Context: an optimization exercise on an open-source flow, tuned for small area, a short achievable clock period and few clock cycles. The choices shown serve that exercise and are no tape-out recipe.
At most, simulation tests tie the RTL to the original design; equivalence was not proved.
No activity file was given, so power comes from the tool's default toggle rates.

== north ==
// t43dr_codec
module t43dr_codec (
    input  wire        clk,
    input  wire        rst,
    input  wire        tx_start_valid,
    output wire        tx_start_ready,
    input  wire [7:0]  tx_cmd,
    input  wire [15:0] tx_len,
    input  wire        tx_data_valid,
    output wire        tx_data_ready,
    input  wire [7:0]  tx_data,
    output wire        txw_valid,
    input  wire        txw_ready,
    output wire [7:0]  txw_data,
    output wire        tx_size_err,
    input  wire        rx_clear,
    input  wire        rx_valid,
    output wire        rx_ready,
    input  wire [7:0]  rx_data,
    output wire        rxo_valid,
    input  wire        rxo_ready,
    output wire        rxo_last,
    output wire [7:0]  rxo_data,
    output wire [2:0]  rxo_status,
    output wire [7:0]  rxo_cmd,
    output wire [15:0] rxo_len
);
==> flow/config.mk <==
export PLATFORM = sky130hd
export DESIGN_NAME = t43dr_codec
export DESIGN_NICKNAME = t43dr_codec
export VERILOG_FILES = /design/flow/design.v
export SDC_FILE = /design/flow/constraint.sdc
export NUM_CORES = 4
export LEC_CHECK = 0
export ABC_AREA = 1
export CAP_MARGIN = 20
export CORE_MARGIN = 2
export CORE_UTILIZATION = 40
export CTS_BUF_LIST = sky130_fd_sc_hd__clkbuf_8
export SETUP_SLACK_MARGIN = 2.0
export SLEW_MARGIN = 20
==> flow/constraint.sdc <==
create_clock -name core_clock -period 4.0 [get_ports {clk}]
set_input_delay 0.8000 -clock core_clock [delete_from_list [all_inputs] [get_ports {clk}]]
set_output_delay 0.8000 -clock core_clock [all_outputs]
set_load 0.01 [all_outputs]
standard.sh (not shown) runs the stock make flow with config.mk's settings and CLKGATE_MAP_FILE= SYNTH_SCRIPT=/design/flow/synth_recipe.tcl, a recipe that flattens the netlist after the stock synthesis.
==> flow/flow/run.sh <==
#!/bin/bash
# Standard ORFS layout, with the port buffers made of a small, fast buffer
# instead of the default delay buffer.
set -euo pipefail
PORTBUF=${PORTBUF:-sky130_fd_sc_hd__buf_1}
bash standard.sh "BUFFER_PORTS_ARGS=-buffer_cell $PORTBUF" finish > standard.log 2>&1
north ran to completion and came out clean on the timing, design-rule and antenna checks.
Testbench counts of north, summed over its fixed seeds: cycles 75,669.
Inputs modified between north and south:
# north
export LEC_CHECK = 0
export ABC_AREA = 1
export CAP_MARGIN = 20
export CORE_MARGIN = 2
export CORE_UTILIZATION = 40
export CTS_BUF_LIST = sky130_fd_sc_hd__clkbuf_8
export SETUP_SLACK_MARGIN = 2.0
export SLEW_MARGIN = 20
create_clock -name core_clock -period 4.0 [get_ports {clk}]
# south
export LEC_CHECK = 0
export CAP_MARGIN = 20
export CORE_MARGIN = 2
export CORE_UTILIZATION = 40
export SETUP_SLACK_MARGIN = 2.2
export SLEW_MARGIN = 20
create_clock -name core_clock -period 4.0 [get_ports {clk}]
==> flow/flow/run.sh <==
#!/bin/bash
# Standard ORFS layout, with the port buffers made of a small, fast buffer
# instead of the default delay buffer.
set -euo pipefail
PORTBUF=${PORTBUF:-sky130_fd_sc_hd__buf_2}
bash standard.sh "BUFFER_PORTS_ARGS=-buffer_cell $PORTBUF" finish > standard.log 2>&1
Results
Per the comparison of south with north, core utilization grew by 7.5 points; number of core rows shrank by 2.
Initial core utilization in south vs north: up 0.84 points
Compared with north, in south clock period minus final worst setup slack now smaller; post-layout instance count excluding filler cells decreased by 20% relative to the old numbers.
north vs south, cell type of the slowest stage on the worst timing path: buf_6 vs and2_4
north -> south: total half-perimeter wirelength after legalization and detailed placement decreased by more than 10%
Modified inputs, east compared to south
# south
export LEC_CHECK = 0
export CAP_MARGIN = 20
export CORE_MARGIN = 2
export CORE_UTILIZATION = 40
export SETUP_SLACK_MARGIN = 2.2
export SLEW_MARGIN = 20
create_clock -name core_clock -period 4.0 [get_ports {clk}]
# east
export LEC_CHECK = 0
export CAP_MARGIN = 20
export CORE_MARGIN = 2
export CORE_UTILIZATION = 40
export CTS_BUF_LIST = sky130_fd_sc_hd__clkbuf_8
export SETUP_SLACK_MARGIN = 2.0
export SLEW_MARGIN = 20
create_clock -name core_clock -period 4.0 [get_ports {clk}]
==> flow/flow/run.sh <==
#!/bin/bash
# Standard ORFS layout, with the port buffers made of a small, fast buffer
# instead of the default delay buffer.
set -euo pipefail
PORTBUF=${PORTBUF:-sky130_fd_sc_hd__buf_1}
bash standard.sh "BUFFER_PORTS_ARGS=-buffer_cell $PORTBUF" finish > standard.log 2>&1
==> comparison <==
Comparing east and south, the lower switching power as a share of total power is on south.
Area added between synthesis and finish (east over south): decrease, 14 points
Summary of the comparison: maximum clock frequency is lower in east, relative to south.
The internal power of the cells reported for east is smaller than that of south by about 15%.
On number of global-route vias before repair, east and south are basically level.
Multi-input logic area was higher in south than in east.
diff inputs: east => west
# east
export LEC_CHECK = 0
export CAP_MARGIN = 20
export CORE_MARGIN = 2
export CORE_UTILIZATION = 40
export CTS_BUF_LIST = sky130_fd_sc_hd__clkbuf_8
export SETUP_SLACK_MARGIN = 2.0
export SLEW_MARGIN = 20
create_clock -name core_clock -period 4.0 [get_ports {clk}]
# west
export LEC_CHECK = 0
export CAP_MARGIN = 20
export CORE_MARGIN = 2
export CORE_UTILIZATION = 40
export SETUP_SLACK_MARGIN = 2.0
export SLEW_MARGIN = 20
create_clock -name core_clock -period 4.0 [get_ports {clk}]
==> flow/flow/run.sh <==
#!/bin/bash
# Standard ORFS layout, with the port buffers made of a small, fast buffer
# instead of the default delay buffer.
set -euo pipefail
PORTBUF=${PORTBUF:-sky130_fd_sc_hd__buf_2}
bash standard.sh "BUFFER_PORTS_ARGS=-buffer_cell $PORTBUF" finish > standard.log 2>&1
Findings:
Power: west > east. | worst relative slew slack | west vs east | 18 points higher |. As of west, global-route wire length before repair had fallen slightly compared to east. Between east and west, routed wirelength normalized by instance count increased.
diff inputs: west => middle
# west
export LEC_CHECK = 0
export CAP_MARGIN = 20
export CORE_MARGIN = 2
export CORE_UTILIZATION = 40
export SETUP_SLACK_MARGIN = 2.0
export SLEW_MARGIN = 20
create_clock -name core_clock -period 4.0 [get_ports {clk}]
# middle
export LEC_CHECK = 0
export CAP_MARGIN = 20
export CORE_MARGIN = 2
export CORE_UTILIZATION = 60
export CTS_BUF_LIST = sky130_fd_sc_hd__clkbuf_8
export SETUP_SLACK_MARGIN = 2.0
export SLEW_MARGIN = 20
create_clock -name core_clock -period 4.0 [get_ports {clk}]
==> flow/flow/run.sh <==
#!/bin/bash
# Standard ORFS layout, with the port buffers made of a small, fast buffer
# instead of the default delay buffer.
set -euo pipefail
PORTBUF=${PORTBUF:-sky130_fd_sc_hd__buf_1}
bash standard.sh "BUFFER_PORTS_ARGS=-buffer_cell $PORTBUF" finish > standard.log 2>&1
==> run notes <==
Taking west as the reference, in middle initial cell density of the core has increased, setup slack down 22 ps. Re area of combinational cells with multiple inputs: west was higher than middle. Of west and middle, middle shows the higher clock period minus worst slack, with west below it. [compare] base=west new=middle: final area went down; core area went down.


== the previous run ==
t43dr_codec, a different RTL version from the one above (not shown whole).
Size in the first run: ~430 cells after synthesis, roughly 98 I/O pins, ~0.0046 mm^2 of cells after synthesis.
// t43dr_codec
module t43dr_codec (
    input  wire        clk,
    input  wire        rst,
    input  wire        tx_start_valid,
    output wire        tx_start_ready,
    input  wire [7:0]  tx_cmd,
    input  wire [15:0] tx_len,
    input  wire        tx_data_valid,
    output wire        tx_data_ready,
    input  wire [7:0]  tx_data,
    output wire        txw_valid,
    input  wire        txw_ready,
    output wire [7:0]  txw_data,
    output wire        tx_size_err,
    input  wire        rx_clear,
    input  wire        rx_valid,
    output wire        rx_ready,
    input  wire [7:0]  rx_data,
    output wire        rxo_valid,
    input  wire        rxo_ready,
    output wire        rxo_last,
    output wire [7:0]  rxo_data,
    output wire [2:0]  rxo_status,
    output wire [7:0]  rxo_cmd,
    output wire [15:0] rxo_len
);
Settings: LEC_CHECK=0, CAP_MARGIN=20, CORE_MARGIN=2, CORE_UTILIZATION=50, CTS_BUF_LIST=sky130_fd_sc_hd__clkbuf_8, SETUP_SLACK_MARGIN=2.05, SLEW_MARGIN=20; clock period 4.0 ns.
==> flow/flow/run.sh <==
#!/bin/bash
# Standard ORFS layout, with the port buffers made of a small, fast buffer
# instead of the default delay buffer.
set -euo pipefail
PORTBUF=${PORTBUF:-sky130_fd_sc_hd__buf_1}
bash standard.sh "BUFFER_PORTS_ARGS=-buffer_cell $PORTBUF" finish > standard.log 2>&1
## Diff of input files: the current run against the previous run
diff --git a/flow/config.mk b/flow/config.mk
--- a/flow/config.mk
+++ b/flow/config.mk
@@ -10 +10 @@
-export CORE_UTILIZATION = 50
+export CORE_UTILIZATION = 40
@@ -12 +12 @@
-export SETUP_SLACK_MARGIN = 2.05
+export SETUP_SLACK_MARGIN = 2.0
Results
Global-route usage delta for the current run relative to the previous run: 5.1 points lower
Between the current run and the previous run, it is the current run whose fraction of area in multi-input gates is higher, by 1.4 points.
Per the comparison of the current run with the previous run, total instance count after detailed placement +about 5%, routed wire length went down, latest clock arrival within the worst-skew pair held steady.
The current run vs. the previous run: time the final worst path needs with I/O delays and setup went up by 0.066 ns.
Met3 track demand over resource | the current run below the previous run
The previous run → the current run: horizontal die dimension now larger, total non-filler cell area in the finished layout now smaller, sequential share of layout area now larger.
No functional check of the RTL was part of any run of this note.


Setup of oak:
The RTL this note starts from:
==> flow/design.v <==
module t43dr_encoder (
    input  wire        clk,
    input  wire        rst,
    input  wire        start_valid,
    output wire        start_ready,
    input  wire [7:0]  cmd,
    input  wire [15:0] len,
    input  wire        data_valid,
    output wire        data_ready,
    input  wire [7:0]  data,
    output wire        wire_valid,
    input  wire        wire_ready,
    output wire [7:0]  wire_data,
    output reg         size_err
);
    localparam [7:0] START = 8'h02;
    localparam [7:0] END   = 8'h03;
    localparam [7:0] ESC   = 8'h1B;
    reg s_idle, s_rej, s_cmd, s_lenh, s_lenl, s_data, s_chk, s_end;
    reg [9:0] cnt;        
    reg [7:0] sum;
    reg       wv;         
    reg       ef;         
    reg [7:0] wd;
    function is_marker(input [7:0] b);
        is_marker = (b == START) || (b == END) || (b == ESC);
    endfunction
    assign wire_valid = wv;
    assign wire_data  = ef ? ESC : wd;
    wire can_load = wire_ready && !ef;
    reg hdr_rdy;
    reg dat_rdy;
    assign start_ready = wire_ready && hdr_rdy;
    assign data_ready  = wire_ready && dat_rdy;
    wire too_long = (|len[15:10]) || (len[9] && (|len[8:0]));
    reg  hdr_seen;
    reg  hdr_long;
    wire go    = s_idle && hdr_seen && !hdr_long;    
    wire d_in  = s_data && data_valid;
    wire load  = can_load && (go || s_cmd || s_lenh || s_lenl || d_in || s_chk || s_end);
    wire [7:0] val = ({8{s_idle}} & START)
                   | ({8{s_cmd}}  & cmd)
                   | ({8{s_lenh}} & {6'd0, cnt[9:8]})
                   | ({8{s_lenl}} & cnt[7:0])
                   | ({8{s_data}} & data)
                   | ({8{s_chk}}  & sum)
                   | ({8{s_end}}  & END);
    wire mk = (s_cmd  && is_marker(cmd))
           || (s_lenh && (cnt[9:8] == 2'd2))
           || (s_lenl && is_marker(cnt[7:0]))
           || (s_data && is_marker(data))
           || (s_chk  && is_marker(sum));
    wire cnt_zero = (cnt == 10'd0);
    wire cnt_one  = (cnt == 10'd1);
    wire n_idle = (s_idle && !go && !(hdr_seen && hdr_long)) || (s_idle && go && !can_load)
               || (s_rej && wire_ready) || (s_end && can_load);
    wire n_rej  = (s_idle && hdr_seen && hdr_long) || (s_rej && !wire_ready);
    wire n_cmd  = (go && can_load) || (s_cmd && !can_load);
    wire n_lenh = (s_cmd && can_load) || (s_lenh && !can_load);
    wire n_lenl = (s_lenh && can_load) || (s_lenl && !can_load);
    wire n_data = (s_lenl && can_load && !cnt_zero) || (s_data && !(d_in && can_load && cnt_one));
    wire n_chk  = (s_lenl && can_load && cnt_zero) || (d_in && can_load && cnt_one) || (s_chk && !can_load);
    wire n_end  = (s_chk && can_load) || (s_end && !can_load);
    wire n_ef = load ? mk : (ef && !wire_ready);
    always @(posedge clk) begin
        if (can_load)
            wd <= val;
        if (load && s_cmd)
            sum <= cmd;
        else if (load && (s_lenh || s_lenl || s_data))
            sum <= sum ^ val;
        if (load && s_cmd)
            cnt <= len[9:0];
        else if (load && s_data)
            cnt <= cnt - 10'd1;
        hdr_long <= too_long;
    end
    always @(posedge clk) begin
        if (rst) begin
            s_idle   <= 1'b1;
            s_rej    <= 1'b0;
            s_cmd    <= 1'b0;
            s_lenh   <= 1'b0;
            s_lenl   <= 1'b0;
            s_data   <= 1'b0;
            s_chk    <= 1'b0;
            s_end    <= 1'b0;
            wv       <= 1'b0;
            ef       <= 1'b0;
            size_err <= 1'b0;
            hdr_rdy  <= 1'b0;
            dat_rdy  <= 1'b0;
            hdr_seen <= 1'b0;
        end else begin
            s_idle   <= n_idle;
            s_rej    <= n_rej;
            s_cmd    <= n_cmd;
            s_lenh   <= n_lenh;
            s_lenl   <= n_lenl;
            s_data   <= n_data;
            s_chk    <= n_chk;
            s_end    <= n_end;
            size_err <= s_rej && wire_ready;
            ef       <= n_ef;
            if (load)
                wv <= 1'b1;
            else if (wire_ready && !ef)
                wv <= 1'b0;
            hdr_rdy  <= n_cmd || n_rej;
            dat_rdy  <= n_data && !n_ef;
            hdr_seen <= start_valid && !start_ready;
        end
    end
endmodule
module t43dr_decoder (
    input  wire        clk,
    input  wire        rst,
    input  wire        clear,
    input  wire        in_valid,
    output wire        in_ready,
    input  wire [7:0]  in_data,
    output reg         out_valid,
    input  wire        out_ready,
    output reg         out_last,
    output wire [7:0]  out_data,
    output wire [2:0]  out_status,
    output wire [7:0]  out_cmd,
    output wire [15:0] out_len
);
    reg st_cmd;     
    reg st_lh;      
    reg st_ll;      
    reg st_dat;     
    reg st_chk;     
    reg st_we;      
    reg esc;
    reg [7:0] cmd_r;
    reg [9:0] P;
    reg [9:0] Q;
    reg       h_big;    
    reg [7:0] sum;
    reg [7:0] ev_r;
    assign out_cmd    = cmd_r;
    assign out_len    = {Q[5:0], P};
    assign out_data   = ev_r;
    assign out_status = ev_r[2:0];
    assign in_ready = out_ready;
    wire fire = in_valid && out_ready;
    wire c_cmd = st_cmd && !clear;
    wire c_lh  = st_lh  && !clear;
    wire c_ll  = st_ll  && !clear;
    wire c_dat = st_dat && !clear;
    wire c_chk = st_chk && !clear;
    wire c_we  = st_we  && !clear;
    wire c_esc = esc    && !clear;
    wire c_in  = c_cmd || c_lh || c_ll || c_dat || c_chk || c_we;    
    wire is_se   = (in_data[7:1] == 7'b0000001);    
    wire is_esc  = (in_data == 8'h1B);
    wire literal = c_esc || !(is_se || is_esc);
    wire e_esc   = !c_esc && is_esc;                 
    wire e_start = !c_esc && is_se && !in_data[0];
    wire e_end   = !c_esc && is_se &&  in_data[0];
    wire len_big  = h_big || (P[9] && (|in_data));
    wire len_zero = !h_big && (P[9:8] == 2'd0) && (in_data == 8'd0);
    wire cnt_last = (Q == 10'd1);
    wire n_cmd = e_start || (c_cmd && e_esc);
    wire n_lh  = (c_cmd && literal) || (c_lh && e_esc);
    wire n_ll  = (c_lh  && literal) || (c_ll && e_esc);
    wire n_dat = (c_ll  && literal && !len_big && !len_zero)
              || (c_dat && literal && !cnt_last) || (c_dat && e_esc);
    wire n_chk = (c_ll  && literal && len_zero)
              || (c_dat && literal && cnt_last) || (c_chk && e_esc);
    wire n_we  = (c_chk && literal) || (c_we && e_esc);
    wire ev_size = c_ll && literal && len_big;
    wire ev_dat  = c_dat && literal;
    wire ev_end  = e_end && c_we;
    wire ev      = ev_size || ev_dat || (c_we && literal) || (e_end && c_in);
    wire [2:0] ev_status = ev_size ? 3'd3 :
                           ev_end  ? {1'b0, (sum != 8'h00), 1'b0} : 3'd4;
    always @(posedge clk) begin
        if (st_cmd)
            cmd_r <= in_data;
        if (st_lh) begin
            P[9:8] <= in_data[1:0];
            Q      <= {4'd0, in_data[7:2]};
            h_big  <= (|in_data[7:2]) || (&in_data[1:0]);
        end
        if (st_ll) begin
            P[7:0] <= in_data;
            if (!len_big)
                Q <= {P[9:8], in_data};
        end
        if (st_dat && fire && !clear && !e_esc)
            Q <= Q - 10'd1;
        if (fire && !e_esc)
            sum <= c_cmd ? in_data : (sum ^ in_data);
        if (out_ready) begin
            out_last <= !ev_dat;
            ev_r     <= {in_data[7:3], ev_dat ? in_data[2:0] : ev_status};
        end
    end
    always @(posedge clk) begin
        if (rst) begin
            st_cmd    <= 1'b0;
            st_lh     <= 1'b0;
            st_ll     <= 1'b0;
            st_dat    <= 1'b0;
            st_chk    <= 1'b0;
            st_we     <= 1'b0;
            esc       <= 1'b0;
            out_valid <= 1'b0;
        end else begin
            if (out_ready)
                out_valid <= in_valid && ev;
            if (fire) begin
                st_cmd <= n_cmd;
                st_lh  <= n_lh;
                st_ll  <= n_ll;
                st_dat <= n_dat;
                st_chk <= n_chk;
                st_we  <= n_we;
                esc    <= e_esc;
            end else if (clear) begin
                st_cmd <= 1'b0;
                st_lh  <= 1'b0;
                st_ll  <= 1'b0;
                st_dat <= 1'b0;
                st_chk <= 1'b0;
                st_we  <= 1'b0;
                esc    <= 1'b0;
            end
        end
    end
endmodule
module t43dr_codec (
    input  wire        clk,
    input  wire        rst,
    input  wire        tx_start_valid,
    output wire        tx_start_ready,
    input  wire [7:0]  tx_cmd,
    input  wire [15:0] tx_len,
    input  wire        tx_data_valid,
    output wire        tx_data_ready,
    input  wire [7:0]  tx_data,
    output wire        txw_valid,
    input  wire        txw_ready,
    output wire [7:0]  txw_data,
    output wire        tx_size_err,
    input  wire        rx_clear,
    input  wire        rx_valid,
    output wire        rx_ready,
    input  wire [7:0]  rx_data,
    output wire        rxo_valid,
    input  wire        rxo_ready,
    output wire        rxo_last,
    output wire [7:0]  rxo_data,
    output wire [2:0]  rxo_status,
    output wire [7:0]  rxo_cmd,
    output wire [15:0] rxo_len
);
    t43dr_encoder u_enc (
        .clk         (clk),
        .rst         (rst),
        .start_valid (tx_start_valid),
        .start_ready (tx_start_ready),
        .cmd         (tx_cmd),
        .len         (tx_len),
        .data_valid  (tx_data_valid),
        .data_ready  (tx_data_ready),
        .data        (tx_data),
        .wire_valid  (txw_valid),
        .wire_ready  (txw_ready),
        .wire_data   (txw_data),
        .size_err    (tx_size_err)
    );
    t43dr_decoder u_dec (
        .clk        (clk),
        .rst        (rst),
        .clear      (rx_clear),
        .in_valid   (rx_valid),
        .in_ready   (rx_ready),
        .in_data    (rx_data),
        .out_valid  (rxo_valid),
        .out_ready  (rxo_ready),
        .out_last   (rxo_last),
        .out_data   (rxo_data),
        .out_status (rxo_status),
        .out_cmd    (rxo_cmd),
        .out_len    (rxo_len)
    );
endmodule
export LEC_CHECK = 0
export CAP_MARGIN = 20
export CORE_MARGIN = 2
export CORE_UTILIZATION = 30
export PLACE_DENSITY = 0.45
export SETUP_SLACK_MARGIN = 2.0
export SLEW_MARGIN = 20
create_clock -name core_clock -period 4.0 [get_ports {clk}]
==> flow/flow/run.sh <==
#!/bin/bash
# Standard ORFS layout, with three changes: the port buffers are a small, fast
# buffer instead of the default delay buffer; clock tree synthesis adds no
# dummy loads; and each ready output is placed beside the input it follows.
set -euo pipefail
PORTBUF=sky130_fd_sc_hd__buf_1
CTS="-sink_clustering_enable -repair_clock_nets -buf_list sky130_fd_sc_hd__clkbuf_8 -dont_use_dummy_load"
bash standard.sh "BUFFER_PORTS_ARGS=-buffer_cell $PORTBUF" "CTS_ARGS=$CTS" "IO_CONSTRAINTS=$(pwd)/flow/io.tcl" finish > standard.log 2>&1
==> flow/flow/io.tcl <==
# Keep each ready output next to the input it follows, so that the path
# between them stays short.
set_io_pin_constraint -group -order -pin_names {rxo_ready rx_ready}
set_io_pin_constraint -group -order -pin_names {tx_start_ready txw_ready tx_data_ready}
oak: PASS, flow complete, no timing, DRC or antenna violations
Testbench counts of oak, summed over its fixed seeds: cycles 75,669.
### oak -> pine
# oak
export LEC_CHECK = 0
export CAP_MARGIN = 20
export CORE_MARGIN = 2
export CORE_UTILIZATION = 30
export PLACE_DENSITY = 0.45
export SETUP_SLACK_MARGIN = 2.0
export SLEW_MARGIN = 20
create_clock -name core_clock -period 4.0 [get_ports {clk}]
# pine
export LEC_CHECK = 0
export CAP_MARGIN = 20
export CORE_MARGIN = 2
export CORE_UTILIZATION = 55
export SETUP_SLACK_MARGIN = 2.0
export SLEW_MARGIN = 20
create_clock -name core_clock -period 4.0 [get_ports {clk}]
### Flow results
oak → pine: area share of buffers outside the clock network saw an increase; global-route wire length before repair saw a decrease; clock slew seen by the registers of the worst setup and hold paths saw little to no change. Cell with the largest stage delay on the worst path = sky130_fd_sc_hd__and2_4: pine; cell with the largest stage delay on the worst path = sky130_fd_sc_hd__dfxtp_4: oak. Global-route met3 utilization in pine is 0.47 points lower than in oak. The share of power burned in combinational logic reported for pine is smaller than that of oak by 0.3 points. Total power of pine is lower than that of oak. The final layout from pine, which completed every stage, passed the timing, design-rule and antenna checks at the end of the flow. [pine] number of buffers other than clock buffers in the final layout rose 2.7% relative to oak.
[inputs] birch vs pine
# pine
export LEC_CHECK = 0
export CAP_MARGIN = 20
export CORE_MARGIN = 2
export CORE_UTILIZATION = 55
export SETUP_SLACK_MARGIN = 2.0
export SLEW_MARGIN = 20
create_clock -name core_clock -period 4.0 [get_ports {clk}]
# birch
export LEC_CHECK = 0
export CAP_MARGIN = 20
export CORE_MARGIN = 2
export CORE_UTILIZATION = 20
export SETUP_SLACK_MARGIN = 2.0
export SLEW_MARGIN = 20
create_clock -name core_clock -period 4.0 [get_ports {clk}]
### Flow results
Going from pine to birch, the layout overhead on the synthesized area was found to have gone up by 5.6 points.
The higher wire length of the first global-routing pass of birch and pine is in birch.
As far as clock latency on the worst-skew pair is concerned, birch and pine perform about the same.
Setup slack: birch less than pine
Delta (birch minus pine): worst hold margin now sits higher; share of power burned in the clock network now sits at about the same level; total power now sits higher; total via count after detailed routing now sits lower.
H-tree depth came out exactly the same in birch and pine.
The standard cell core area in pine is 0.35 times that in birch.

[separate check: timing with driven ports]
Ports are ideal in the flow. The routed layouts listed here were re-timed in OpenROAD.
Step 1 (the two cells are an assumption about what drives the block):
set clk [get_ports {clk}]
set_driving_cell -lib_cell sky130_fd_sc_hd__clkbuf_16 $clk
set_driving_cell -lib_cell sky130_fd_sc_hd__buf_2 [delete_from_list [all_inputs] $clk]
Step 2 also shifts input and output timing later by t, the mid clock arrival at the registers, as if the neighbouring blocks saw the same clock.
Three values: ideal, step 1, step 2; two values: the first two.
run	t, ns	setup slack, ns	worst hold slack (ns)
north	0.393	2.022 / 1.974 / 1.732	0.474 / 0.474 / 0.474
south	0.383	2.059 / 2.022 / 1.685	0.466 / 0.466 / 0.466
east	0.405	2.038 / 2.007 / 1.641	0.457 / 0.457 / 0.457
west	0.383	2.033 / 1.997 / 1.668	0.464 / 0.464 / 0.464
middle	0.391	2.012 / 1.990 / 1.686	0.466 / 0.466 / 0.466
the previous run	0.396	1.940 / 1.924 / 1.528	0.469 / 0.469 / 0.469
the current run	0.384	1.874 / 1.883 / 1.499	0.469 / 0.469 / 0.469
oak	0.398	2.034 / 1.998 / 1.657	0.477 / 0.477 / 0.477
pine	0.378	2.025 / 1.988 / 1.660	0.449 / 0.449 / 0.449
birch	0.390	2.015 / 1.979 / 1.660	0.480 / 0.480 / 0.480
After both steps setup and hold are still met in every run listed. The setup slack of the previous run, which loses most, moves by -0.016 ns with the drivers and by -0.412 ns with both steps.
